From an optimization exercise on the open Yosys and OpenROAD flow, aimed at small area; shortcuts taken in it are not production practice. Only simulation tests tie the RTL to the original design; equivalence was not proved. Power and IR drop assume default switching activity.

==> config.mk <==
export PLATFORM = sky130hd
export DESIGN_NAME = lt3_decoder
export DESIGN_NICKNAME = lt3_decoder
export VERILOG_FILES = /design/flow/design.v
export SDC_FILE = /design/flow/constraint.sdc
export NUM_CORES = 4
export LEC_CHECK = 0
export CAP_MARGIN = 20
export CORE_MARGIN = 2
export CORE_UTILIZATION = 40
export PLACE_DENSITY = 0.6
export SLEW_MARGIN = 20
==> run.sh <==
#!/bin/bash
# synth_recipe.tcl (not shown) runs the flow's synth.tcl, then flattens the netlist and writes it again
# the make line also repeats each setting of config.mk as NAME=value (left out here)
make -C /OpenROAD-flow-scripts/flow DESIGN_CONFIG=/design/flow/config.mk WORK_HOME=/design/flow/orfs CLKGATE_MAP_FILE= SYNTH_SCRIPT=/design/flow/synth_recipe.tcl finish
==> design.v <==
module lt3_decoder #(
    parameter integer TIME_W        = 64,
    parameter integer TICKS_PER_S   = 1000
) (
    input  wire              clk,
    input  wire              rst,           
    input  wire              cmd_valid,
    input  wire [3:0]        cmd_op,
    input  wire [TIME_W-1:0] cmd_operand,
    input  wire              sym_valid,
    input  wire [9:0]        sym,
    output wire              sym_ready,
    input  wire              crsp_valid,
    input  wire [1:0]        crsp,
    output wire              crsp_ready,
    output reg               rsp_valid,
    output wire [3:0]        rsp_status,
    output wire [15:0]       rsp_data,
    output reg               req_open,
    output reg               req_close
);
    localparam integer COOLDOWN_S     = 30;
    localparam [TIME_W-1:0] COOLDOWN_TICKS = COOLDOWN_S * TICKS_PER_S;
    reg [5:0]        c;               
    reg [TIME_W-1:0] last_poll_time;
    reg [7:0] st1, st2, st3, st4, st34, st36, st37, st47, st50;    
    reg       snap_valid;
    reg [7:0] sn_f1, sn_vt, sn_va, sn_sr, sn_bl, sn_bu, sn_fl, sn_ch, sn_fn;
    reg       sn_flag;
    reg [3:0] q;                      
    wire stream_phase = c[5] | c[4] | c[3];
    wire connect      = ~stream_phase & c[1];
    wire idle         = ~stream_phase & ~c[1];
    wire poll_valid   = ~(idle & c[0]);
    wire hunt         = (c == 6'd8);
    wire seen         = (c == 6'd9);
    assign crsp_ready = !rst && !cmd_valid && connect;
    assign sym_ready  = !rst && !cmd_valid && stream_phase;
    wire take_cmd  = !rst && cmd_valid;
    wire take_crsp = crsp_valid && crsp_ready;
    wire take_sym  = sym_valid && sym_ready;
    wire [1:0] sym_kind = sym[9:8];
    wire [7:0] sym_byte = sym[7:0];
    wire       is_byte  = (sym_kind == 2'b00);
    wire       take_byte = take_sym && is_byte;
    wire [TIME_W-1:0] A = cmd_operand;
    wire [TIME_W-1:0] B = last_poll_time;
    wire [15:0] br;
    wire [14:0] d;
    assign br[0] = 1'b0;
    genvar gi;
    generate
        for (gi = 0; gi < 15; gi = gi + 1) begin : g_lo
            assign d[gi]    = A[gi] ^ B[gi] ^ br[gi];
            assign br[gi+1] = (~A[gi] & B[gi]) | (~(A[gi] ^ B[gi]) & br[gi]);
        end
    endgenerate
    wire lo_ok = d < COOLDOWN_TICKS[14:0];
    wire [TIME_W-1:15] hi_t;
    assign hi_t[15] = (A[15] ^ B[15]) ^ br[15];
    generate
        for (gi = 16; gi < TIME_W; gi = gi + 1) begin : g_hi
            assign hi_t[gi] = (A[gi] ^ B[gi]) ^ (~A[gi-1] & B[gi-1]);
        end
    endgenerate
    wire hi_ok = ~|hi_t;
    wire in_cooldown = poll_valid && lo_ok && hi_ok;
    wire is_update = (cmd_op == 4'd1);
    wire is_read   = (cmd_op >= 4'd2) && (cmd_op <= 4'd11);
    wire poll_go   = take_cmd && is_update && !in_cooldown;
    wire commit    = take_byte && (c == 6'd63);
    wire fill_adv  = take_byte && !hunt && !seen;        
    wire advance   = (take_crsp && crsp == 2'b01) ||
                     fill_adv ||
                     (take_byte && hunt && sym_byte == 8'h0E) ||
                     (take_byte && seen && sym_byte == 8'hFF);
    always @(posedge clk) begin
        if (rst)
            c <= 6'd1;
        else if (take_cmd) begin
            if (poll_go)
                c <= 6'd7;
        end else if (advance)
            c <= c + 6'd1;
        else if (take_crsp || (take_sym && !is_byte))
            c <= 6'd0;
        else if (take_byte && seen)
            c <= 6'd8;
    end
    always @(posedge clk)
        if (poll_go)
            last_poll_time <= cmd_operand;
    always @(posedge clk) begin
        if (take_byte && c == 6'd11) st1  <= sym_byte;
        if (take_byte && c == 6'd12) st2  <= sym_byte;
        if (take_byte && c == 6'd13) st3  <= sym_byte;
        if (take_byte && c == 6'd14) st4  <= sym_byte;
        if (take_byte && c == 6'd44) st34 <= sym_byte;
        if (take_byte && c == 6'd46) st36 <= sym_byte;
        if (take_byte && c == 6'd47) st37 <= sym_byte;
        if (take_byte && c == 6'd57) st47 <= sym_byte;
        if (take_byte && c == 6'd60) st50 <= sym_byte;
    end
    always @(posedge clk) begin
        if (commit) begin
            sn_f1   <= st1;
            sn_flag <= (sym_byte != 8'h00);
            sn_vt   <= st2;
            sn_va   <= st3;
            sn_sr   <= st4;
            sn_bl   <= st34;
            sn_bu   <= st36;
            sn_fl   <= st37;
            sn_ch   <= st47;
            sn_fn   <= st50;
        end
    end
    always @(posedge clk) begin
        if (rst)
            snap_valid <= 1'b0;
        else if (commit)
            snap_valid <= 1'b1;
    end
    always @(posedge clk) begin
        rsp_valid <= 1'b0;
        req_open  <= 1'b0;
        req_close <= 1'b0;
        if (take_cmd) begin
            q <= is_update ? (in_cooldown ? 4'd1 : 4'd7) :
                 (cmd_op == 4'd15) ? 4'd12 : cmd_op;
            rsp_valid <= !(is_update && !in_cooldown && idle);
            req_open  <= is_update && !in_cooldown;
            req_close <= is_update && !in_cooldown && !idle;
        end else if (take_crsp) begin
            q <= 4'd15;
            rsp_valid <= (crsp != 2'b01);
        end else begin
            q <= (sym_kind == 2'b01) ? 4'd3 :
                 (sym_kind == 2'b10) ? 4'd5 :
                 (sym_kind == 2'b11) ? 4'd4 : 4'd2;
            if (take_sym && (!is_byte || c == 6'd63)) begin
                rsp_valid <= 1'b1;
                req_close <= 1'b1;
            end
        end
        if (rst) begin
            rsp_valid <= 1'b0;
            req_open  <= 1'b0;
            req_close <= 1'b0;
        end
    end
    function [2:0] state_map(input [7:0] s);
        case (s)
            8'd0:       state_map = 3'd0;
            8'd2:       state_map = 3'd1;
            8'd3, 8'd4: state_map = 3'd2;
            8'd7, 8'd8: state_map = 3'd3;
            8'd97:      state_map = 3'd4;
            8'd98:      state_map = 3'd5;
            default:    state_map = 3'd7;
        endcase
    endfunction
    wire [8:0] temperature = {1'b0, sn_f1} + (sn_flag ? 9'd255 : 9'd0);
    reg [10:0] read_data;
    always @(*) begin
        case (q)
            4'd2:        read_data = {2'b00, temperature};
            4'd3:        read_data = {state_map(sn_sr), sn_sr};
            4'd4:        read_data = {3'b000, sn_vt};
            4'd5, 4'd6:  read_data = {3'b000, sn_va};
            4'd7:        read_data = {3'b000, sn_bl};
            4'd8:        read_data = {3'b000, sn_bu};
            4'd9:        read_data = {3'b000, sn_fl};
            4'd10:       read_data = {3'b000, sn_ch};
            4'd11:       read_data = {3'b000, sn_fn};
            default:     read_data = 11'd0;
        endcase
    end
    wire q_read = (q >= 4'd2) && (q <= 4'd11);
    assign rsp_data   = (!req_close && snap_valid) ? {5'b00000, read_data} : 16'h0000;
    assign rsp_status = req_close   ? q :
                        (q == 4'd1) ? 4'd1 :
                        q_read      ? (snap_valid ? 4'd0 : 4'd8) :
                        (q == 4'd15) ? 4'd4 : 4'd10;
endmodule
==> constraint.sdc <==
create_clock -name core_clock -period 10.0 [get_ports {clk}]
set_input_delay 2.0000 -clock core_clock [delete_from_list [all_inputs] [get_ports {clk}]]
set_output_delay 2.0000 -clock core_clock [all_outputs]
set_load 0.01 [all_outputs]
==> impl_metrics.env, run 1 <==
export IMPL_swShare=0.220
export IMPL_min_to="sn_sr[6]$_DFFE_PP_"
export IMPL_rr_worst_depth=26
export IMPL_status="no timing/DRC/antenna violations"
export IMPL_period_share=0.833
export IMPL_finClkSkew_ns=0.0228
export IMPL_final_common_cell="edfxtp_1"
export IMPL_grt_overflow_total=0
export IMPL_syn_instance_count=735
export IMPL_ios=110
export IMPL_min_from="st4[6]$_DFFE_PP_"
export IMPL_regArea_um2=6560
export IMPL_maxCapViolCount=0
export IMPL_fmax_ghz=0.120
export IMPL_p_sw_uw=454
export IMPL_nets=1022
export IMPL_start_util=0.408
export IMPL_hold_violations=0
export IMPL_hold_path_depth=0
export IMPL_layout_common_cells="edfxtp_1 (209), clkdlybuf4s50_1 (104), inv_1 (77)"
export IMPL_hold_path_class="reg -> reg"
export IMPL_layout_drive_gt1_share=0.0787
export IMPL_post_place_ws_ns=1.15
export IMPL_via_per_inst=5.06
export IMPL_ys_ff_latch=223
export IMPL_core_area_um2=25200
export IMPL_postCtsSetupRepairBufs=0
export IMPL_synth_yosys_seq_area_share=0.638
export IMPL_hpwl_um=15200
export IMPL_critPathKind="in -> reg"
export IMPL_p_int_uw=1610
export IMPL_cts_buffer_depth=3
export IMPL_cts_sinks=223
export IMPL_peakVddDrop_uv=92.6
export IMPL_gp_congestion=0.799
export IMPL_rsz0062_at_grt="no"
export IMPL_reg2reg_to="c[0]$_SDFFE_PP1P_"
export IMPL_drc=0
export IMPL_first_pass_iters=5
export IMPL_htreeDepth=1
export IMPL_slew_viol_final=0
export IMPL_io_buffers=104
export IMPL_start_kind="input port"
export IMPL_tightest_slew_ns=0.967
export IMPL_cts_tree="built"
export IMPL_synth_edf_count=209
export IMPL_drtIter0Drc=560
export IMPL_critPathArrivalTime_ns=8.77
export IMPL_dieArea_um2=27000
export IMPL_seq_power_share=0.497
export IMPL_multi_input_area_um2=3360
export IMPL_yosys_warnings=1
export IMPL_relSlewSlack=0.355
export IMPL_clk_pin_slew_ns=0.06
export IMPL_routed_wl_um=21700
export IMPL_die_h_um=164
export IMPL_grtUsageTotal=0.162
export IMPL_die_w_um=164
export IMPL_rrSetupSlack_ns=3.28
export IMPL_cp_data_required_time_ns=10.45
export IMPL_p_leak_uw=0.00449
export IMPL_first_global_vias=5974
export IMPL_cts_buffers=25
export IMPL_ys_flop_type="edfxtp_1"
export IMPL_rows=58
export IMPL_critPathMaxFanout=3
export IMPL_holdWs_ns=0.409
export IMPL_rr_startpoint="last_poll_time[1]$_DFFE_PP_"
export IMPL_postCtsHoldBufs=0
export IMPL_syn_to_final_growth_pct=21.8
export IMPL_fin_ws_ns=1.67
export IMPL_synth_area_um2=10300
export IMPL_root_buffer="clkbuf_16"
export IMPL_p_comb_frac=0.078
export IMPL_ctsResizeCount=0
export IMPL_routed_via_count=6109
export IMPL_grt_max_degree=75
export IMPL_fillers=2187
export IMPL_wire_per_inst_um=18.0
export IMPL_finalSetupViolCount=0
export IMPL_synthArstFlopShare=0
export IMPL_clkPwrFrac=0.425
export IMPL_end_kind="flip-flop"
export IMPL_period_minus_slack_ns=8.33
export IMPL_syn_avg_cell_area_um2=14.0
export IMPL_ys_types=70
export IMPL_grt_first_pass_wirelength_um=33300
export IMPL_fin_setup_tns_ns=0
export IMPL_ant_nets=0
export IMPL_grt_antenna_before_repair=0
export IMPL_diodes=0
export IMPL_clk_latency_ns=0.52
export IMPL_power_density_nw_per_um2=165
## worst max-delay path: stages
cell,delay [ns]
clkdlybuf4s50_1,0.47
inv_1,0.04
ha_1,0.26
nand2_1,0.05
nor2_1,0.07
o21ai_0,0.08
nand2b_1,0.08
a21oi_1,0.08
fa_1,0.38
fa_1,0.39
fa_1,0.39
fa_1,0.40
fa_1,0.37
inv_1,0.08
fa_1,0.16
inv_1,0.05
fa_1,0.38
fa_1,0.39
fa_1,0.41
fa_1,0.37
inv_1,0.08
fa_1,0.17
xnor2_1,0.08
nor4_1,0.26
nand4_1,0.14
or4_1,0.60
a21oi_1,0.33
mux2i_1,0.22
## final cells by class
type / count / share of cell area
Clock inverter: 18 / 0.0121
Tap cell: 330 / 0.0330
Clock buffer: 28 / 0.0508
Inverter: 77 / 0.0231
Multi-Input combinational cell: 418 / 0.268
Sequential cell: 223 / 0.523
Timing Repair Buffer: 113 / 0.0895
## cell usage after synthesis (3+ instances only)
cell type,number,area share
a21o_1,4,0.0029
xnor2_1,53,0.045
nand3_1,13,0.0063
inv_1,77,0.028
o211ai_1,3,0.0022
mux2_2,6,0.0066
nor2_1,38,0.014
a32oi_1,6,0.0051
or4_1,3,0.0022
nand2_1,28,0.010
mux2i_1,4,0.0039
a21oi_1,24,0.012
nor2b_1,9,0.0055
o22ai_1,4,0.0024
a211oi_1,5,0.0037
a22oi_1,9,0.0066
buf_4,5,0.0037
clkbuf_1,9,0.0033
buf_2,5,0.0024
edfxtp_1,209,0.61
a32o_1,3,0.0029
a222oi_1,3,0.0029
nand3b_1,3,0.0022
a31oi_1,6,0.0037
nor4_1,17,0.010
nand4_1,5,0.0030
ha_1,67,0.082
o21bai_1,5,0.0037
a221oi_1,3,0.0026
xor2_1,3,0.0026
fa_1,12,0.023
o21ai_0,16,0.0078
or3_1,4,0.0024
a311oi_1,3,0.0026
dfxtp_1,14,0.027
and3_1,4,0.0024
nand2b_1,7,0.0043
nor3_1,6,0.0029
## flip-flops by register name, indices dropped and copies added (netlist names), 6 cells and up
register / cells
st1: 8
st3: 8
st37: 8
c: 6
st2: 8
sn_fn: 8
st4: 8
sn_bl: 8
sn_sr: 8
sn_vt: 8
st34: 8
last_poll_time: 64
sn_ch: 8
sn_fl: 8
st47: 8
sn_va: 8
st36: 8
st50: 8
sn_f1: 8
sn_bu: 8
## metal layers
metal	up-vias	routed length [um]	GRT usage
li1	2976	-	-
met3	27	1060	0.0247
met5	-	0	0
met1	2966	10100	0.231
met4	0	320	0.0371
met2	140	10200	0.261
## worst max-delay path by stage
| stage | from | to | slack, ns | cells past startpoint |
|---|---|---|---|---|
| after global routing | cmd_operand[1] | c[0]$_SDFFE_PP1P_ | 1.27 | 28 |
| final | cmd_operand[1] | c[0]$_SDFFE_PP1P_ | 1.67 | 28 |
| after global placement | cmd_operand[1] | last_poll_time[56]$_DFFE_PP_ | 1.27 | 28 |
| after CTS | cmd_operand[1] | c[0]$_SDFFE_PP1P_ | 1.67 | 28 |
| after detailed placement | cmd_operand[1] | c[0]$_SDFFE_PP1P_ | 1.15 | 28 |
| after floorplan | cmd_operand[1] | rsp_valid$_SDFF_PP0_ | 0.71 | 26 |
## kinds of logic after synthesis
| group | after synthesis | share of synthesized area |
|---|---|---|
| simple gates | 155 | 0.0816 |
| flops | 223 | 0.638 |
| fa+ha+maj | 79 | 0.105 |
| mux | 10 | 0.0105 |
| other cells | 1 | 0.000365 |
| compound gates | 113 | 0.0785 |
| buf+inv | 98 | 0.0389 |
| xor+xnor | 56 | 0.0477 |
## per-stage QoR
stage | cells | utilization | cell area [um^2] | power, uW
2_1_floorplan | 739 | - | 10300 | 1130
3_3_place_gp | 1161 | 0.466 | 11700 | 1200
3_5_place_dp | 1161 | 0.466 | 11700 | 1210
4_1_cts | 1207 | 0.498 | 12500 | 2090
5_1_grt | 1207 | 0.498 | 12500 | 2140
6_report | 1207 | 0.498 | 12500 | 2060
## power by group through the flow
stage / Combinational (uW) / Sequential, uW / Clock (uW)
final: 161 / 1020 / 878
after CTS: 162 / 1020 / 898
after detailed placement: 161 / 1040 / 0
after floorplan: 85.7 / 1040 / 0
after global placement: 160 / 1040 / 0
after global routing: 178 / 1020 / 932
==> run 2, diff against run 1 <==
==> flow/run.sh (new file) <==
#!/bin/bash
# Own layout flow: the standard synthesis unchanged, then the standard
# ORFS layout with two changes:
#  * the port buffers are the smallest buffer cell (buf_1) instead of the
#    cell buffer_ports picks by default;
#  * clock tree synthesis uses small clock buffers and no dummy loads.
# Each tool's full output goes to a log file of its own in this folder.
set -euo pipefail
cd "$(dirname "$0")/.."

CTS_BUFS=${CTS_BUFS:-"sky130_fd_sc_hd__clkbuf_4"}
CTS_SIZE=${CTS_SIZE:-10}
CTS_DIAM=${CTS_DIAM:-50}

bash standard.sh synth > synth.log 2>&1

bash standard.sh \
  "BUFFER_PORTS_ARGS=-buffer_cell sky130_fd_sc_hd__buf_1" \
  "CTS_ARGS=-sink_clustering_enable -repair_clock_nets -dont_use_dummy_load -buf_list {$CTS_BUFS} -root_buf sky130_fd_sc_hd__clkbuf_4 -sink_clustering_size $CTS_SIZE -sink_clustering_max_diameter $CTS_DIAM" \
  finish > layout.log 2>&1
==> standard.sh (new file) <==
#!/bin/bash
# synth_recipe.tcl (not shown) runs the flow's synth.tcl, then flattens the netlist and writes it again
# the make line also repeats each setting of config.mk as NAME=value (left out here)
make -C /OpenROAD-flow-scripts/flow DESIGN_CONFIG=/design/flow/config.mk WORK_HOME=/design/flow/orfs CLKGATE_MAP_FILE= SYNTH_SCRIPT=/design/flow/synth_recipe.tcl "${@:-finish}"
removed: run.sh
==> run 2 against run 1 <==
Net effect: design area decreased by 9.5%; critical path depth did not move; first-iteration DRC count shrank 27%; critical endpoint is now last_poll_time[55]$_DFFE_PP_.
==> impl_metrics.env, run 2 <==
export IMPL_syn_avg_cell_area_um2=14.0
export IMPL_synth_area_um2=10300
export IMPL_ys_types=70
export IMPL_final_common_cell="edfxtp_1"
export IMPL_cts_tree="built"
export IMPL_ys_top_cells_by_count="edfxtp_1 (209), inv_1 (77), ha_1 (67)"
export IMPL_multi_input_area_um2=3360
export IMPL_synth_top_family_by_area="adder cells"
export IMPL_die_h_um=164
export IMPL_postCtsSetupRepairBufs=0
export IMPL_crit_top_cell="fa_1"
export IMPL_hpwl_um=14900
export IMPL_clk_latency_ns=0.66
export IMPL_core_area_um2=25200
export IMPL_wire_per_inst_um=17.7
export IMPL_grt_first_pass_wirelength_um=33300
export IMPL_cts_sinks=223
export IMPL_grt_overflow_total=0
export IMPL_routed_via_count=6107
export IMPL_ys_ff_latch=223
export IMPL_start_util=0.408
export IMPL_die_w_um=164
export IMPL_cp_data_required_time_ns=10.24
export IMPL_clk_pin_slew_ns=0.10
export IMPL_first_global_vias=6081
export IMPL_period_share=0.781
export IMPL_rrSetupSlack_ns=3.25
export IMPL_cts_buffer_depth=3
export IMPL_fillers=2335
export IMPL_synth_edf_count=209
export IMPL_slew_viol_final=0
export IMPL_critPathMaxFanout=64
export IMPL_grt_antenna_before_repair=2
export IMPL_nets=1029
export IMPL_io_buffers=104
export IMPL_synthAdderAreaFrac=0.105
export IMPL_synth_yosys_seq_area_share=0.638
export IMPL_htreeDepth=1
export IMPL_drtIter0Drc=407
export IMPL_hold_path_class="reg -> reg"
export IMPL_root_buffer="clkbuf_4"
export IMPL_via_per_inst=5.11
export IMPL_routed_wl_um=21200
export IMPL_layout_common_cells="edfxtp_1 (209), buf_1 (104), inv_1 (77)"
export IMPL_syn_to_final_growth_pct=10.3
export IMPL_hold_violations=0
export IMPL_start_kind="input port"
export IMPL_muxShareOfSynthArea=0.0105
export IMPL_final_cells=1196
export IMPL_fin_util=0.450
export IMPL_p_leak_uw=0.00398
export IMPL_ys_flop_type="edfxtp_1"
export IMPL_critPathArrivalTime_ns=8.05
export IMPL_postCtsHoldBufs=0
export IMPL_dp_cells=1164
export IMPL_ios=110
export IMPL_peakVddDrop_uv=92.3
export IMPL_period_minus_slack_ns=7.81
export IMPL_power_density_nw_per_um2=138
export IMPL_relSlewSlack=0.312
export IMPL_largest_reg_flops=64
export IMPL_yosys_warnings=1
export IMPL_maxCapViolCount=0
export IMPL_ctsResizeCount=0
export IMPL_grt_max_degree=75
export IMPL_synthArstFlopShare=0
export IMPL_cts_buffers=29
export IMPL_fin_setup_tns_ns=0
export IMPL_synth_xor_area_frac=0.0477
export IMPL_synth_simple_area_share=0.0816
export IMPL_finalSetupViolCount=0
export IMPL_status="no timing/DRC/antenna violations"
export IMPL_yosysMostFrequentCell="edfxtp_1"
export IMPL_slowest_stage="fa_1"
export IMPL_synth_compound_area_frac=0.0785
export IMPL_ant_nets=0
export IMPL_layout_drive_gt1_share=0.0718
export IMPL_syn_instance_count=735
export IMPL_fmax_ghz=0.128
export IMPL_yosys_area_top_type="edfxtp_1"
export IMPL_first_pass_iters=5
export IMPL_drc=0
export IMPL_synth_top_area_share=0.610
export IMPL_grtUsageTotal=0.161
export IMPL_dieArea_um2=27000
export IMPL_regMostFlops="last_poll_time"
export IMPL_gp_congestion=0.840
export IMPL_regArea_um2=6560
export IMPL_tightest_slew_ns=1.03
export IMPL_synthTopCellsByArea="edfxtp_1 (61%), ha_1 (8.2%), xnor2_1 (4.5%)"
export IMPL_rows=58
export IMPL_finClkSkew_ns=0.0783
export IMPL_cpPeakStageDelay_ns=0.40
export IMPL_critPathKind="in -> reg"
export IMPL_rsz0062_at_grt="no"
export IMPL_end_kind="flip-flop"
run 2: cell counts after synthesis:
Identical to the previous run, type by type.
run 2: layout make-up:
cell class	instances	area share
antenna	3	0.000662
clock buffer	29	0.0192
inverter	77	0.0255
multi-input combinational	418	0.297
sequential	223	0.578
tap	330	0.0364
timing repair buffer	116	0.0435
run 2: logic make-up after synthesis:
family / after synthesis
and+or+nand+nor: 155
adders and majority gates: 79
xor gates and xnor gates: 56
buffers and inverters: 98
other: 1
muxes: 10
DFF: 223
AOI/OAI and AO/OA: 113
run 2: metrics by stage:
step                hold slack (ns)  cell area [um^2]  total power [uW]  setup WS, ns
floorplan                     0.400             10300              1130         0.707
global placement              0.400             11100              1180          1.67
detailed placement            0.405             11100              1180          1.54
CTS                           0.402             11300              1590          2.23
global route                  0.430             11300              1640          1.81
finish                        0.398             11300              1560          2.19
run 2: path summary, 6_finish.rpt:
check / endpoint / startpoint / depth (start not counted)
setup / recovery: last_poll_time[55]$_DFFE_PP_ / cmd_operand[1] / 28
hold / removal: sn_sr[1]$_DFFE_PP_ / st4[1]$_DFFE_PP_ / 0
setup reg to reg: last_poll_time[55]$_DFFE_PP_ / last_poll_time[1]$_DFFE_PP_ / 26
hold reg to reg: sn_sr[1]$_DFFE_PP_ / st4[1]$_DFFE_PP_ / 0
run 2: layer usage:
metal / up-vias / part of all wire / track usage
met3: 38 / 0.068 / 0.0316
li1: 2987 / - / -
met5: - / 0.00061 / 0
met2: 206 / 0.45 / 0.253
met1: 2874 / 0.46 / 0.226
met4: 2 / 0.024 / 0.0486
run 2: report_power, final:
group	leakage (uW)	switching, uW	internal (uW)	total [uW]
Clock	0.000133	272	132	405
Combinational	0.00185	77.8	54.8	133
Sequential	0.00200	8.91	1020	1030
run 2: worst max-delay path, delay by kind of cell:
kind | cells | cell delay [ns]
compound gates | 3 | 0.32
buf+inv | 7 | 0.81
fa+ha+maj | 12 | 4.30
simple gates | 6 | 0.55
==> run 3, diff against run 2 <==
--- a/flow/run.sh
+++ b/flow/run.sh
@@ -9,7 +9,7 @@
 cd "$(dirname "$0")/.."
 
-CTS_BUFS=${CTS_BUFS:-"sky130_fd_sc_hd__clkbuf_4"}
-CTS_SIZE=${CTS_SIZE:-10}
-CTS_DIAM=${CTS_DIAM:-50}
+CTS_BUFS=${CTS_BUFS:-"sky130_fd_sc_hd__clkbuf_8"}
+CTS_SIZE=${CTS_SIZE:-20}
+CTS_DIAM=${CTS_DIAM:-60}
 
 bash standard.sh synth > synth.log 2>&1
==> run 3 against run 2 <==
Net effect: hold slack got worse by 0.018 ns; synthesized cell count unchanged; cell count decreased by 0.75%; clock power increased by 8.4%; count of clock-buffer cells in the layout decreased by 9; sequential power about the same; wire length decreased by 0.46%; global-route usage decreased by 0.11 points; clock skew about the same; design area increased by 0.34%; area after synthesis unchanged.
==> impl_metrics.env, run 3 <==
export IMPL_first_global_vias=6021
export IMPL_htreeDepth=1
export IMPL_cts_tree="built"
export IMPL_synth_top_area_share=0.610
export IMPL_yosys_warnings=1
export IMPL_hold_violations=0
export IMPL_grt_antenna_before_repair=1
export IMPL_hold_path_class="reg -> reg"
export IMPL_start_util=0.408
export IMPL_dp_cells=1164
export IMPL_multi_input_area_um2=3360
export IMPL_yosysMostFrequentCell="edfxtp_1"
export IMPL_min_to="sn_fl[1]$_DFFE_PP_"
export IMPL_ctsResizeCount=0
export IMPL_status="no timing/DRC/antenna violations"
export IMPL_rrSetupSlack_ns=3.27
export IMPL_core_area_um2=25200
export IMPL_dieArea_um2=27000
export IMPL_ys_types=70
export IMPL_fillers=2327
export IMPL_cp_data_required_time_ns=10.57
export IMPL_rows=58
export IMPL_yosys_area_top_type="edfxtp_1"
export IMPL_critPathKind="in -> reg"
export IMPL_end_kind="flip-flop"
export IMPL_first_pass_iters=5
export IMPL_fmax_ghz=0.128
export IMPL_hpwl_um=14900
export IMPL_drtIter0Drc=419
export IMPL_rr_startpoint="last_poll_time[1]$_DFFE_PP_"
export IMPL_maxCapViolCount=0
export IMPL_largest_reg_flops=64
export IMPL_min_from="st37[1]$_DFFE_PP_"
export IMPL_drc=0
export IMPL_period_minus_slack_ns=7.81
export IMPL_fin_ws_ns=2.19
export IMPL_clk_pin_slew_ns=0.11
export IMPL_syn_to_final_growth_pct=10.6
export IMPL_critPathMaxFanout=3
export IMPL_nets=1020
export IMPL_start_kind="input port"
export IMPL_final_area_um2=11400
export IMPL_postCtsHoldBufs=0
export IMPL_syn_avg_cell_area_um2=14.0
export IMPL_cts_sinks=223
export IMPL_ys_flop_type="edfxtp_1"
export IMPL_die_w_um=164
export IMPL_relSlewSlack=0.321
export IMPL_synthArstFlopShare=0
export IMPL_peakVddDrop_uv=88.8
export IMPL_p_leak_uw=0.00398
export IMPL_ys_ff_latch=223
export IMPL_io_buffers=104
export IMPL_clk_latency_ns=0.69
export IMPL_finalSetupViolCount=0
export IMPL_synth_area_um2=10300
export IMPL_synth_edf_count=209
export IMPL_final_cells=1187
export IMPL_slew_viol_final=0
export IMPL_grt_overflow_total=0
export IMPL_fin_setup_tns_ns=0
export IMPL_routed_wl_um=21100
export IMPL_hold_path_depth=0
export IMPL_cts_buffers=20
export IMPL_gp_congestion=0.840
export IMPL_finClkSkew_ns=0.0784
export IMPL_via_per_inst=5.10
export IMPL_postCtsSetupRepairBufs=0
export IMPL_grt_first_pass_wirelength_um=33000
export IMPL_regArea_um2=6560
export IMPL_ant_nets=0
export IMPL_wire_per_inst_um=17.8
export IMPL_layout_common_cells="edfxtp_1 (209), buf_1 (104), inv_1 (77)"
export IMPL_ios=110
export IMPL_synth_yosys_seq_area_share=0.638
export IMPL_grt_max_degree=75
export IMPL_power_uw=1600
export IMPL_dpl_cell_area_um2=11100
export IMPL_die_h_um=164
export IMPL_rr_worst_depth=26
export IMPL_period_share=0.781
export IMPL_routed_via_count=6055
export IMPL_regMostFlops="last_poll_time"
export IMPL_tightest_slew_ns=1.02
export IMPL_post_place_ws_ns=1.54
export IMPL_synthTopCellsByArea="edfxtp_1 (61%), ha_1 (8.2%), xnor2_1 (4.5%)"
export IMPL_reg2reg_to="c[0]$_SDFFE_PP1P_"
export IMPL_root_buffer="clkbuf_4"
export IMPL_rsz0062_at_grt="no"
export IMPL_critPathArrivalTime_ns=8.38
export IMPL_final_common_cell="edfxtp_1"
export IMPL_syn_instance_count=735
export IMPL_grtUsageTotal=0.160
export IMPL_layout_drive_gt1_share=0.0621
export IMPL_ys_top_cells_by_count="edfxtp_1 (209), inv_1 (77), ha_1 (67)"
export IMPL_power_density_nw_per_um2=141
export IMPL_cts_buffer_depth=3
-- run 3: cell types whose count changed in the layout (fill, tap and decap cells not counted) --
cell / change
clkbuf_4: -26
clkbuf_8: +17
-- run 3: how the worst max path moves through the flow --
| stage | start | end | slack (ns) |
|---|---|---|---|
| floorplan | cmd_operand[1] | rsp_valid$_SDFF_PP0_ | 0.71 |
| global placement | cmd_operand[1] | last_poll_time[56]$_DFFE_PP_ | 1.67 |
| detailed placement | cmd_operand[1] | c[0]$_SDFFE_PP1P_ | 1.54 |
| global route | cmd_operand[1] | c[0]$_SDFFE_PP1P_ | 1.79 |
| finish | cmd_operand[1] | c[0]$_SDFFE_PP1P_ | 2.19 |
| CTS | cmd_operand[1] | c[0]$_SDFFE_PP1P_ | 2.23 |
-- run 3: cell families after synthesis --
logic type | after synthesis | share of synthesized area
AO/OA/AOI/OAI | 113 | 0.0785
XOR/XNOR | 56 | 0.0477
adder cells (fa/ha/maj) | 79 | 0.105
buffers and inverters | 98 | 0.0389
flip-flops | 223 | 0.638
multiplexers | 10 | 0.0105
other | 1 | 0.000365
AND/OR/NAND/NOR | 155 | 0.0816
-- run 3: worst max-delay path: stages --
cell and delay (ns):
buf_1 0.08, inv_1 0.05, ha_1 0.26, nand2_1 0.05
nor2_1 0.07, o21ai_0 0.07, nand2b_1 0.07, a21oi_1 0.07
fa_1 0.39, fa_1 0.39, fa_1 0.40, fa_1 0.40
fa_1 0.37, inv_1 0.07, fa_1 0.16, inv_1 0.05
fa_1 0.38, fa_1 0.39, fa_1 0.39, fa_1 0.37
inv_1 0.08, fa_1 0.18, xnor2_1 0.08, nor4_1 0.25
nand4_1 0.14, or4_1 0.61, a21oi_1 0.33, mux2i_1 0.21
-- run 3: report_power, final --
group	switching (uW)	leakage (uW)	total [uW]	internal (uW)
Sequential	8.80	0.00200	1030	1020
Clock	275	0.000136	439	164
Combinational	77.8	0.00185	133	54.8
-- run 3: final cells by class --
| cell class | count | share of cell area |
|---|---|---|
| Timing Repair Buffer | 116 | 0.0433 |
| Clock buffer | 20 | 0.0225 |
| Tap cell | 330 | 0.0363 |
| Sequential cell | 223 | 0.576 |
| Antenna cell | 3 | 0.000660 |
| Inverter | 77 | 0.0254 |
| Multi-Input combinational cell | 418 | 0.296 |
-- run 3: routing by layer --
layer / wire, um / global-route usage
met5: 0 / 0
met4: 607 / 0.0538
met3: 1320 / 0.0280
met2: 9510 / 0.252
met1: 9660 / 0.224
-- run 3: through the flow --
step / hold WS [ns] / util
2_1_floorplan: 0.400 / -
3_3_place_gp: 0.400 / 0.441
3_5_place_dp: 0.405 / 0.441
4_1_cts: 0.381 / 0.452
5_1_grt: 0.401 / 0.452
6_report: 0.380 / 0.452

[port drivers added, routing unchanged]
Ports are ideal in the flow. The routed layouts listed here were re-timed in OpenROAD. Step 1 sets driving cells, clkbuf_16 on the clock port and buf_2 on the other inputs (assumed; they add their load-dependent delay and slew). Step 2 times the ports against the registers' clock, not the clock port: input delays grow and output delays shrink by t, the midpoint of the rising clock arrivals with the driver on. a / b / c = no drivers / after step 1 / after step 2; a / b = the first two.
run | t (ns) | setup slack, ns | clock arrival spread, ns | slew at the worst register clock pin (ns)
run 1 | 0.551 | 1.673 / 1.696 / 1.144 | 0.023 / 0.023 | 0.06 / 0.06
run 2 | 0.666 | 2.188 / 2.208 / 1.542 | 0.089 / 0.089 | 0.11 / 0.11
run 3 | 0.679 | 2.192 / 2.212 / 1.533 | 0.093 / 0.093 | 0.12 / 0.12
After both steps every run listed still meets setup and hold. The setup slack of run 3, which loses most, moves by +0.020 ns with the drivers and by -0.659 ns with both steps.
